From an optimization exercise on the open Yosys and OpenROAD flow, aimed at small area, a short achievable clock period and few clock cycles per item; shortcuts taken in it are not production practice. RTL that was checked went through simulation tests only; none was proved equivalent to the original. Power and IR drop assume default switching activity.

## llf
module llf (
    input  wire        clk,
    input  wire        rst,
    input  wire        rx_req_valid,
    input  wire [15:0] rx_req_cap,
    output wire        rx_req_ready,
    output wire        rx_resp_valid,
    output wire [1:0]  rx_resp_status,
    output wire [15:0] rx_resp_len,
    input  wire        src_valid,
    input  wire        src_err,
    input  wire [7:0]  src_data,
    output wire        src_ready,
    output wire        rxbuf_we,
    output wire [15:0] rxbuf_addr,
    output wire [7:0]  rxbuf_data,
    input  wire        tx_req_valid,
    input  wire        tx_req_pay,
    input  wire [15:0] tx_req_len,
    output wire        tx_req_ready,
    output wire        tx_resp_valid,
    output wire [2:0]  tx_resp_status,
    output wire        txpay_rd,
    output wire [15:0] txpay_addr,
    input  wire [7:0]  txpay_data,
    output wire        sink_valid,
    output wire [7:0]  sink_data,
    output wire        sink_last,
    input  wire        sink_ready,
    input  wire        sink_resp_valid,
  ...
==> module llf_rx, before the edit <==
module llf_rx (
    input  wire        clk,
    input  wire        rst,
    input  wire        rx_req_valid,
    input  wire [15:0] rx_req_cap,
    output wire        rx_req_ready,
    input  wire        src_valid,
    input  wire        src_err,
    input  wire [7:0]  src_data,
    output wire        src_ready,
    output reg         rxbuf_we,
    output wire [15:0] rxbuf_addr,
    output reg  [7:0]  rxbuf_data,
    output reg         rx_resp_valid,
    output wire [1:0]  rx_resp_status,
    output wire [15:0] rx_resp_len
);
    localparam [7:0] START_M  = 8'hFA,
                     DSTART_M = 8'hFB,
                     STOP_M   = 8'hFE;
    localparam [7:0] CRC_FA = 8'hE8,
                     CRC_FB = 8'hEF;
    reg        armed;
    reg        s_wait, s_lo, s_hi, s_hc, s_ds, s_pay, s_fc, s_stop;
    reg [3:0]  rlo;
    reg [11:0] rhi;
    reg        rpend;
    reg [15:0] idx;      
    reg [15:0] capm2;    
    reg        fresh;
    reg [7:0]  crc;
    reg        wok;
    reg        err_st;
    wire [7:0] b    = src_data;
    wire       step = src_valid & armed;
    wire       go   = step & ~src_err;
    assign rx_req_ready   = ~armed;
    assign src_ready      = armed;
    assign rxbuf_addr     = idx;
    assign rx_resp_status = {1'b0, err_st};
    assign rx_resp_len    = idx;
    wire [7:0] crc_upd;
    llf_crc8 u_crc (.c(crc), .b(b), .y(crc_upd));
    wire [15:0] idx1, rhi1, reqm1;
    llf_step16 #(0) u_inc (.x(idx), .y(idx1));
    llf_step16 #(1) u_dec (.x({4'd0, rhi}), .y(rhi1));
    wire [3:0]  rlo1 = rlo - 4'd1;
    llf_step16 #(1) u_cap (.x({1'b0, capm2[15:1]}), .y(reqm1));
    wire cap_hit = idx == capm2;
    wire capnz   = capm2 != 16'hFFFE;
    wire hiz    = rhi == 12'd0;
    wire last   = hiz & (rlo == 4'd1);
    wire lenz   = hiz & (rlo == 4'd0);
    wire is_fa  = b == START_M;
    wire is_fb  = b == DSTART_M;
    wire is_fe  = b == STOP_M;
    wire crc_eq = b == crc;
    wire fc_ok  = crc_eq & wok;
    wire done   = step & (src_err | (s_stop & is_fe));
    wire [7:0] crc_nx = ({8{step & s_wait}} & CRC_FA) | ({8{step & s_ds}} & CRC_FB)
                      | ({8{step & ~s_wait & ~s_ds}} & crc_upd) | ({8{~step}} & crc);
    wire armed_nx = armed ? ~done : rx_req_valid;
    wire        i_ff  = go & s_ds;
    wire        i_inc = go & (s_pay | s_fc);
    wire        i_clr = step & src_err;
    wire        i_hld = ~(i_ff | i_inc | i_clr);
    wire [15:0] idx_nx = {16{i_ff}} | ({16{i_inc}} & idx1) | ({16{i_hld}} & idx);
    wire        r_lo  = go & s_lo;
    wire        r_hi  = go & s_hi;
    wire        r_dec = go & s_pay;
    wire        r_hld = ~(r_lo | r_hi | r_dec);
    wire [3:0]  rlo_nx = ({4{r_lo}} & b[3:0]) | ({4{r_dec}} & rlo1)
                       | ({4{~r_lo & ~r_dec}} & rlo);
    wire        h_dec  = rpend & ~r_lo & ~r_hi;
    wire [11:0] rhi_nx = {({8{r_hi}} & b) | ({8{h_dec}} & rhi1[11:4])
                          | ({8{~r_hi & ~h_dec}} & rhi[11:4]),
                          ({4{r_lo}} & b[7:4]) | ({4{h_dec}} & rhi1[3:0])
                          | ({4{~r_lo & ~h_dec}} & rhi[3:0])};
    wire        rpend_nx = r_dec & (rlo == 4'd0);
    wire wok_nx = (go & s_ds & (capnz | lenz))
                | (wok & ~(go & s_ds) & ~(go & s_pay & ~last & cap_hit));
    always @(posedge clk) begin
        rxbuf_data <= b;
        idx <= idx_nx;
        rlo   <= rlo_nx;
        rhi   <= rhi_nx;
        rpend <= rpend_nx;
        wok <= wok_nx;
        crc <= crc_nx;
        if (step)
            err_st <= src_err;
        if (!armed)
            capm2 <= rx_req_cap;
        else if (fresh)
            capm2 <= {reqm1[14:0], capm2[0]};
        fresh <= ~armed;
    end
    always @(posedge clk) begin
        if (rst) begin
            armed         <= 1'b0;
            s_wait        <= 1'b1;
            s_lo          <= 1'b0;
            s_hi          <= 1'b0;
            s_hc          <= 1'b0;
            s_ds          <= 1'b0;
            s_pay         <= 1'b0;
            s_fc          <= 1'b0;
            s_stop        <= 1'b0;
            rxbuf_we      <= 1'b0;
            rx_resp_valid <= 1'b0;
        end else begin
            rxbuf_we      <= go & s_pay & wok;
            rx_resp_valid <= done;
            armed         <= armed_nx;
            if (step) begin
                if (src_err) begin
                    s_wait <= 1'b1;
                    s_lo   <= 1'b0;
                    s_hi   <= 1'b0;
                    s_hc   <= 1'b0;
                    s_ds   <= 1'b0;
                    s_pay  <= 1'b0;
                    s_fc   <= 1'b0;
                    s_stop <= 1'b0;
                end else begin
                    s_wait <= (s_wait & ~is_fa) | (s_hc & ~crc_eq) | (s_ds & ~is_fb)
                            | (s_fc & ~fc_ok) | s_stop;
                    s_lo   <= s_wait & is_fa;
                    s_hi   <= s_lo;
                    s_hc   <= s_hi;
                    s_ds   <= s_hc & crc_eq;
                    s_pay  <= (s_ds & is_fb & ~lenz) | (s_pay & ~last);
                    s_fc   <= (s_ds & is_fb & lenz) | (s_pay & last);
                    s_stop <= s_fc & fc_ok;
                end
            end
        end
    end
endmodule
export LEC_CHECK = 0
export ABC_AREA = 1
export ABC_CLOCK_PERIOD_IN_PS = 1500
export CAP_MARGIN = 20
export CORE_MARGIN = 2
export CORE_UTILIZATION = 40
export CTS_BUF_LIST = sky130_fd_sc_hd__clkbuf_8
export CTS_CLUSTER_SIZE = 32
export SETUP_SLACK_MARGIN = 2.2
export SLEW_MARGIN = 20
export TNS_END_PERCENT = 0
create_clock -name core_clock -period 4.0 [get_ports {clk}]
standard.sh (not shown) runs the stock make flow with config.mk's settings and CLKGATE_MAP_FILE= SYNTH_SCRIPT=/design/flow/synth_recipe.tcl, a recipe that flattens the netlist after the stock synthesis.
==> flow/flow/run.sh <==
#!/bin/bash
# The standard layout, with the port buffers made of sky130_fd_sc_hd__buf_1
# cells instead of the default choice. Every port still gets its buffer.
bash standard.sh "BUFFER_PORTS_ARGS=-buffer_cell sky130_fd_sc_hd__buf_1" finish > standard.log 2>&1
Next try:
--- a/flow/design.v
+++ b/flow/design.v
@@ -86,14 +86,11 @@
     localparam [7:0] CRC_FA = 8'hE8,
                      CRC_FB = 8'hEF;
     reg        armed;
     reg        s_wait, s_lo, s_hi, s_hc, s_ds, s_pay, s_fc, s_stop;
-    reg [3:0]  rlo;
-    reg [11:0] rhi;
-    reg        rpend;
+    reg [15:0] rem;      
     reg [15:0] idx;      
     reg [15:0] capm2;    
-    reg        fresh;
     reg [7:0]  crc;
     reg        wok;
     reg        err_st;
     wire [7:0] b    = src_data;
@@ -105,18 +102,16 @@
     assign rx_resp_status = {1'b0, err_st};
     assign rx_resp_len    = idx;
     wire [7:0] crc_upd;
     llf_crc8 u_crc (.c(crc), .b(b), .y(crc_upd));
-    wire [15:0] idx1, rhi1, reqm1;
+    wire [15:0] idx1, rem1, reqm1;
     llf_step16 #(0) u_inc (.x(idx), .y(idx1));
-    llf_step16 #(1) u_dec (.x({4'd0, rhi}), .y(rhi1));
-    wire [3:0]  rlo1 = rlo - 4'd1;
-    llf_step16 #(1) u_cap (.x({1'b0, capm2[15:1]}), .y(reqm1));
+    llf_step16 #(1) u_dec (.x(rem), .y(rem1));
+    llf_step16 #(1) u_cap (.x({1'b0, rx_req_cap[15:1]}), .y(reqm1));
     wire cap_hit = idx == capm2;
     wire capnz   = capm2 != 16'hFFFE;
-    wire hiz    = rhi == 12'd0;
-    wire last   = hiz & (rlo == 4'd1);
-    wire lenz   = hiz & (rlo == 4'd0);
+    wire last   = rem == 16'd1;
+    wire lenz   = rem == 16'd0;
     wire is_fa  = b == START_M;
     wire is_fb  = b == DSTART_M;
     wire is_fe  = b == STOP_M;
     wire crc_eq = b == crc;
@@ -133,33 +128,23 @@
     wire        r_lo  = go & s_lo;
     wire        r_hi  = go & s_hi;
     wire        r_dec = go & s_pay;
     wire        r_hld = ~(r_lo | r_hi | r_dec);
-    wire [3:0]  rlo_nx = ({4{r_lo}} & b[3:0]) | ({4{r_dec}} & rlo1)
-                       | ({4{~r_lo & ~r_dec}} & rlo);
-    wire        h_dec  = rpend & ~r_lo & ~r_hi;
-    wire [11:0] rhi_nx = {({8{r_hi}} & b) | ({8{h_dec}} & rhi1[11:4])
-                          | ({8{~r_hi & ~h_dec}} & rhi[11:4]),
-                          ({4{r_lo}} & b[7:4]) | ({4{h_dec}} & rhi1[3:0])
-                          | ({4{~r_lo & ~h_dec}} & rhi[3:0])};
-    wire        rpend_nx = r_dec & (rlo == 4'd0);
+    wire [15:0] rem_nx = ({16{r_dec}} & rem1)
+                       | {({8{r_hi}} & b) | ({8{~r_hi & ~r_dec}} & rem[15:8]),
+                          ({8{r_lo}} & b) | ({8{~r_lo & ~r_dec}} & rem[7:0])};
     wire wok_nx = (go & s_ds & (capnz | lenz))
                 | (wok & ~(go & s_ds) & ~(go & s_pay & ~last & cap_hit));
     always @(posedge clk) begin
         rxbuf_data <= b;
         idx <= idx_nx;
-        rlo   <= rlo_nx;
-        rhi   <= rhi_nx;
-        rpend <= rpend_nx;
+        rem <= rem_nx;
         wok <= wok_nx;
         crc <= crc_nx;
         if (step)
             err_st <= src_err;
         if (!armed)
-            capm2 <= rx_req_cap;
-        else if (fresh)
-            capm2 <= {reqm1[14:0], capm2[0]};
-        fresh <= ~armed;
+            capm2 <= {reqm1[14:0], rx_req_cap[0]};
     end
     always @(posedge clk) begin
         if (rst) begin
             armed         <= 1'b0;
Outcome: The changed run completed with no timing, DRC or antenna violations. Worst setup slack got worse by 0.020 ns. Cell area shrinks by about 4%. Routed wire length shrinks by 7.2%. First-iteration DRC count came out lower by about 18%. Cell count is lower by 5.8%. Via count goes down by 7.0%. Power stays flat. Critical path depth rose by 1. Synthesized area came out lower by 4.1%.
Function was not checked in any run of this note: the RTL went through the layout flow alone.

* * *

Setup of oak:
llf, a different RTL version from the one above (not shown whole).
Size in the first run: about 150 I/O pins, about 8500 µm² of cells after synthesis.
==> module llf_rx, before the edit <==
module llf_rx (
    input  wire        clk,
    input  wire        rst,
    input  wire        rx_req_valid,
    input  wire [15:0] rx_req_cap,
    output wire        rx_req_ready,
    input  wire        src_valid,
    input  wire        src_err,
    input  wire [7:0]  src_data,
    output wire        src_ready,
    output reg         rxbuf_we,
    output wire [15:0] rxbuf_addr,
    output reg  [7:0]  rxbuf_data,
    output reg         rx_resp_valid,
    output wire [1:0]  rx_resp_status,
    output wire [15:0] rx_resp_len
);
    localparam [7:0] START_M  = 8'hFA,
                     DSTART_M = 8'hFB,
                     STOP_M   = 8'hFE;
    localparam [7:0] CRC_FA = 8'hE8,
                     CRC_FB = 8'hEF;
    reg        armed;
    reg        s_wait, s_lo, s_hi, s_hc, s_ds, s_pay, s_fc, s_stop;
    reg [15:0] rem;      
    reg [15:0] idx;      
    reg [15:0] capm2;    
    reg [7:0]  crc;
    reg        wok;      
    reg        ov;       
    reg        err_st;
    wire [7:0] b    = src_data;
    wire       step = src_valid & armed;
    wire       go   = step & ~src_err;
    assign rx_req_ready   = ~armed;
    assign src_ready      = armed;
    assign rxbuf_addr     = idx;
    assign rx_resp_status = {1'b0, err_st};
    assign rx_resp_len    = idx;
    wire [7:0] crc_upd;
    llf_crc8 u_crc (.c(crc), .b(b), .y(crc_upd));
    wire [15:0] idx1, rem1, reqm1;
    llf_step16 #(0) u_inc (.x(idx), .y(idx1));
    llf_step16 #(1) u_dec (.x(rem), .y(rem1));
    llf_step16 #(1) u_cap (.x({1'b0, rx_req_cap[15:1]}), .y(reqm1));
    wire cap_hit = idx == capm2;
    wire capnz   = capm2 != 16'hFFFE;
    wire last   = rem == 16'd1;
    wire lenz   = rem == 16'd0;
    wire is_fa  = b == START_M;
    wire is_fb  = b == DSTART_M;
    wire is_fe  = b == STOP_M;
    wire crc_eq = b == crc;
    wire fc_ok  = crc_eq & ~ov;
    wire done   = step & (src_err | (s_stop & is_fe));
    wire [7:0] crc_nx = ({8{step & s_wait}} & CRC_FA) | ({8{step & s_ds}} & CRC_FB)
                      | ({8{step & ~s_wait & ~s_ds}} & crc_upd) | ({8{~step}} & crc);
    wire armed_nx = armed ? ~done : rx_req_valid;
    wire        i_ff  = go & s_ds;
    wire        i_inc = go & (s_pay | s_fc);
    wire        i_clr = step & src_err;
    wire        i_hld = ~(i_ff | i_inc | i_clr);
    wire [15:0] idx_nx = {16{i_ff}} | ({16{i_inc}} & idx1) | ({16{i_hld}} & idx);
    wire        r_lo  = go & s_lo;
    wire        r_hi  = go & s_hi;
    wire        r_dec = go & s_pay;
    wire        r_hld = ~(r_lo | r_hi | r_dec);
    wire [15:0] rem_nx = ({16{r_dec}} & rem1)
                       | {({8{r_hi}} & b) | ({8{~r_hi & ~r_dec}} & rem[15:8]),
                          ({8{r_lo}} & b) | ({8{~r_lo & ~r_dec}} & rem[7:0])};
    wire wok_nx = (go & s_ds & capnz)
                | (wok & ~(go & s_ds) & ~(go & s_pay & cap_hit));
    wire ov_nx  = (ov & ~(go & s_ds)) | (go & s_pay & ~wok);
    always @(posedge clk) begin
        rxbuf_data <= b;
        idx <= idx_nx;
        rem <= rem_nx;
        wok <= wok_nx;
        ov  <= ov_nx;
        crc <= crc_nx;
        if (step)
            err_st <= src_err;
        if (!armed)
            capm2 <= {reqm1[14:0], rx_req_cap[0]};
    end
    always @(posedge clk) begin
        if (rst) begin
            armed         <= 1'b0;
            s_wait        <= 1'b1;
            s_lo          <= 1'b0;
            s_hi          <= 1'b0;
            s_hc          <= 1'b0;
            s_ds          <= 1'b0;
            s_pay         <= 1'b0;
            s_fc          <= 1'b0;
            s_stop        <= 1'b0;
            rxbuf_we      <= 1'b0;
            rx_resp_valid <= 1'b0;
        end else begin
            rxbuf_we      <= go & s_pay & wok;
            rx_resp_valid <= done;
            armed         <= armed_nx;
            if (step) begin
                if (src_err) begin
                    s_wait <= 1'b1;
                    s_lo   <= 1'b0;
                    s_hi   <= 1'b0;
                    s_hc   <= 1'b0;
                    s_ds   <= 1'b0;
                    s_pay  <= 1'b0;
                    s_fc   <= 1'b0;
                    s_stop <= 1'b0;
                end else begin
                    s_wait <= (s_wait & ~is_fa) | (s_hc & ~crc_eq) | (s_ds & ~is_fb)
                            | (s_fc & ~fc_ok) | s_stop;
                    s_lo   <= s_wait & is_fa;
                    s_hi   <= s_lo;
                    s_hc   <= s_hi;
                    s_ds   <= s_hc & crc_eq;
                    s_pay  <= (s_ds & is_fb & ~lenz) | (s_pay & ~last);
                    s_fc   <= (s_ds & is_fb & lenz) | (s_pay & last);
                    s_stop <= s_fc & fc_ok;
                end
            end
        end
    end
endmodule
==> flow/config.mk <==
export PLATFORM = sky130hd
export DESIGN_NAME = llf
export DESIGN_NICKNAME = llf
export VERILOG_FILES = /design/flow/design.v
export SDC_FILE = /design/flow/constraint.sdc
export NUM_CORES = 4
export LEC_CHECK = 0
export ABC_AREA = 1
export ABC_CLOCK_PERIOD_IN_PS = 1500
export CAP_MARGIN = 20
export CORE_MARGIN = 2
export CORE_UTILIZATION = 50
export CTS_BUF_LIST = sky130_fd_sc_hd__clkbuf_8
export CTS_CLUSTER_SIZE = 32
export SETUP_SLACK_MARGIN = 2.2
export SLEW_MARGIN = 20
export TNS_END_PERCENT = 0
==> flow/constraint.sdc <==
create_clock -name core_clock -period 4.0 [get_ports {clk}]
set_input_delay 0.8000 -clock core_clock [delete_from_list [all_inputs] [get_ports {clk}]]
set_output_delay 0.8000 -clock core_clock [all_outputs]
set_load 0.01 [all_outputs]
Scripts as last shown in full above: flow/flow/run.sh
Testbench counts of oak, summed over its fixed seeds: cycles 124,644, bytes 105,422.
### oak -> pine
--- a/flow/design.v
+++ b/flow/design.v
@@ -86,14 +86,16 @@
     localparam [7:0] CRC_FA = 8'hE8,
                      CRC_FB = 8'hEF;
     reg        armed;
     reg        s_wait, s_lo, s_hi, s_hc, s_ds, s_pay, s_fc, s_stop;
-    reg [15:0] rem;      
+    reg [3:0]  rlo;
+    reg [11:0] rhi;
+    reg        rpend;
     reg [15:0] idx;      
     reg [15:0] capm2;    
+    reg        fresh, fresh2;
     reg [7:0]  crc;
-    reg        wok;      
-    reg        ov;       
+    reg        wok;
     reg        err_st;
     wire [7:0] b    = src_data;
     wire       step = src_valid & armed;
     wire       go   = step & ~src_err;
@@ -103,21 +105,25 @@
     assign rx_resp_status = {1'b0, err_st};
     assign rx_resp_len    = idx;
     wire [7:0] crc_upd;
     llf_crc8 u_crc (.c(crc), .b(b), .y(crc_upd));
-    wire [15:0] idx1, rem1, reqm1;
+    wire [15:0] idx1, rhi1;
     llf_step16 #(0) u_inc (.x(idx), .y(idx1));
-    llf_step16 #(1) u_dec (.x(rem), .y(rem1));
-    llf_step16 #(1) u_cap (.x({1'b0, rx_req_cap[15:1]}), .y(reqm1));
+    llf_step16 #(1) u_dec (.x({4'd0, rhi}), .y(rhi1));
+    wire [3:0]  rlo1 = rlo - 4'd1;
+    wire [6:0] cap_lo1 = capm2[7:1] - 7'd1;
+    wire [7:0] cap_hi1 = capm2[15:8] - 8'd1;
+    wire       cap_bor = capm2[7:1] == 7'h7F;    
     wire cap_hit = idx == capm2;
     wire capnz   = capm2 != 16'hFFFE;
-    wire last   = rem == 16'd1;
-    wire lenz   = rem == 16'd0;
+    wire hiz    = rhi == 12'd0;
+    wire last   = hiz & (rlo == 4'd1);
+    wire lenz   = hiz & (rlo == 4'd0);
     wire is_fa  = b == START_M;
     wire is_fb  = b == DSTART_M;
     wire is_fe  = b == STOP_M;
     wire crc_eq = b == crc;
-    wire fc_ok  = crc_eq & ~ov;
+    wire fc_ok  = crc_eq & wok;
     wire done   = step & (src_err | (s_stop & is_fe));
     wire [7:0] crc_nx = ({8{step & s_wait}} & CRC_FA) | ({8{step & s_ds}} & CRC_FB)
                       | ({8{step & ~s_wait & ~s_ds}} & crc_upd) | ({8{~step}} & crc);
     wire armed_nx = armed ? ~done : rx_req_valid;
@@ -129,25 +135,36 @@
     wire        r_lo  = go & s_lo;
     wire        r_hi  = go & s_hi;
     wire        r_dec = go & s_pay;
     wire        r_hld = ~(r_lo | r_hi | r_dec);
-    wire [15:0] rem_nx = ({16{r_dec}} & rem1)
-                       | {({8{r_hi}} & b) | ({8{~r_hi & ~r_dec}} & rem[15:8]),
-                          ({8{r_lo}} & b) | ({8{~r_lo & ~r_dec}} & rem[7:0])};
-    wire wok_nx = (go & s_ds & capnz)
-                | (wok & ~(go & s_ds) & ~(go & s_pay & cap_hit));
-    wire ov_nx  = (ov & ~(go & s_ds)) | (go & s_pay & ~wok);
+    wire [3:0]  rlo_nx = ({4{r_lo}} & b[3:0]) | ({4{r_dec}} & rlo1)
+                       | ({4{~r_lo & ~r_dec}} & rlo);
+    wire        h_dec  = rpend & ~r_lo & ~r_hi;
+    wire [11:0] rhi_nx = {({8{r_hi}} & b) | ({8{h_dec}} & rhi1[11:4])
+                          | ({8{~r_hi & ~h_dec}} & rhi[11:4]),
+                          ({4{r_lo}} & b[7:4]) | ({4{h_dec}} & rhi1[3:0])
+                          | ({4{~r_lo & ~h_dec}} & rhi[3:0])};
+    wire        rpend_nx = r_dec & (rlo == 4'd0);
+    wire wok_nx = (go & s_ds & (capnz | lenz))
+                | (wok & ~(go & s_ds) & ~(go & s_pay & ~last & cap_hit));
     always @(posedge clk) begin
         rxbuf_data <= b;
         idx <= idx_nx;
-        rem <= rem_nx;
+        rlo   <= rlo_nx;
+        rhi   <= rhi_nx;
+        rpend <= rpend_nx;
         wok <= wok_nx;
-        ov  <= ov_nx;
         crc <= crc_nx;
         if (step)
             err_st <= src_err;
         if (!armed)
-            capm2 <= {reqm1[14:0], rx_req_cap[0]};
+            capm2 <= rx_req_cap;
+        else if (fresh)
+            capm2[7:1] <= cap_lo1;
+        else if (fresh2 & cap_bor)
+            capm2[15:8] <= cap_hi1;
+        fresh  <= ~armed;
+        fresh2 <= fresh;
     end
     always @(posedge clk) begin
         if (rst) begin
             armed         <= 1'b0;
==> comparison <==
Detailed-route wire length deteriorates in pine relative to oak. Changes observed in pine relative to oak: fraction of power consumed by combinational cells now larger, clock power has increased. Summary of pine over oak: register bit count reported by yosys saw an increase, maximum net fanout on the critical path picked up an extra 1, layout-stage area growth over the synthesis result increased 1.3 points, post-synthesis cell area saw little to no change, final layout net count went up by 31. Compared with oak, in pine total via count after detailed routing went up by 124; multi-input gate share of the layout cell area saw little to no change; clock network fraction of total power grew by 0.9 points; count of pins on the block boundary did not really move; number of DRC violations after detailed-routing iteration 0 now larger. Worst setup slack after layout is lower on pine.
The RTL of pine was laid out without a check of its function.

[separate check: timing with driven ports]
The flow's constraints put no driver on any port. The routed layouts listed below were extracted and timed again, unchanged, in two steps. Step 1 (the two cells are an assumption about what drives the block):
set clk [get_ports {clk}]
set_driving_cell -lib_cell sky130_fd_sc_hd__clkbuf_16 $clk
set_driving_cell -lib_cell sky130_fd_sc_hd__buf_2 [delete_from_list [all_inputs] $clk]
Step 2 moves the port delays by t, midway between the first and last clock arrival at a register: inputs arrive t later, outputs are due t later. That takes back most of the time a late clock gives input paths. Slacks: no drivers / after step 1 / after step 2; pairs: no drivers / after step 1.
run | t (ns) | setup WS [ns] | latest minus earliest clock arrival (ns)
the first run of note 1 | 0.502 | 2.083 / 2.071 / 1.747 | 0.024 / 0.024
the second run of note 1 | 0.480 | 2.063 / 2.069 / 1.598 | 0.017 / 0.016
oak | 0.504 | 2.127 / 2.085 / 1.694 | 0.011 / 0.010
pine | 0.492 | 2.120 / 2.080 / 1.772 | 0.018 / 0.017
After both steps setup and hold are still met in every run listed. The setup slack of the second run of note 1, which loses most, moves by +0.006 ns with the drivers and by -0.465 ns with both steps.
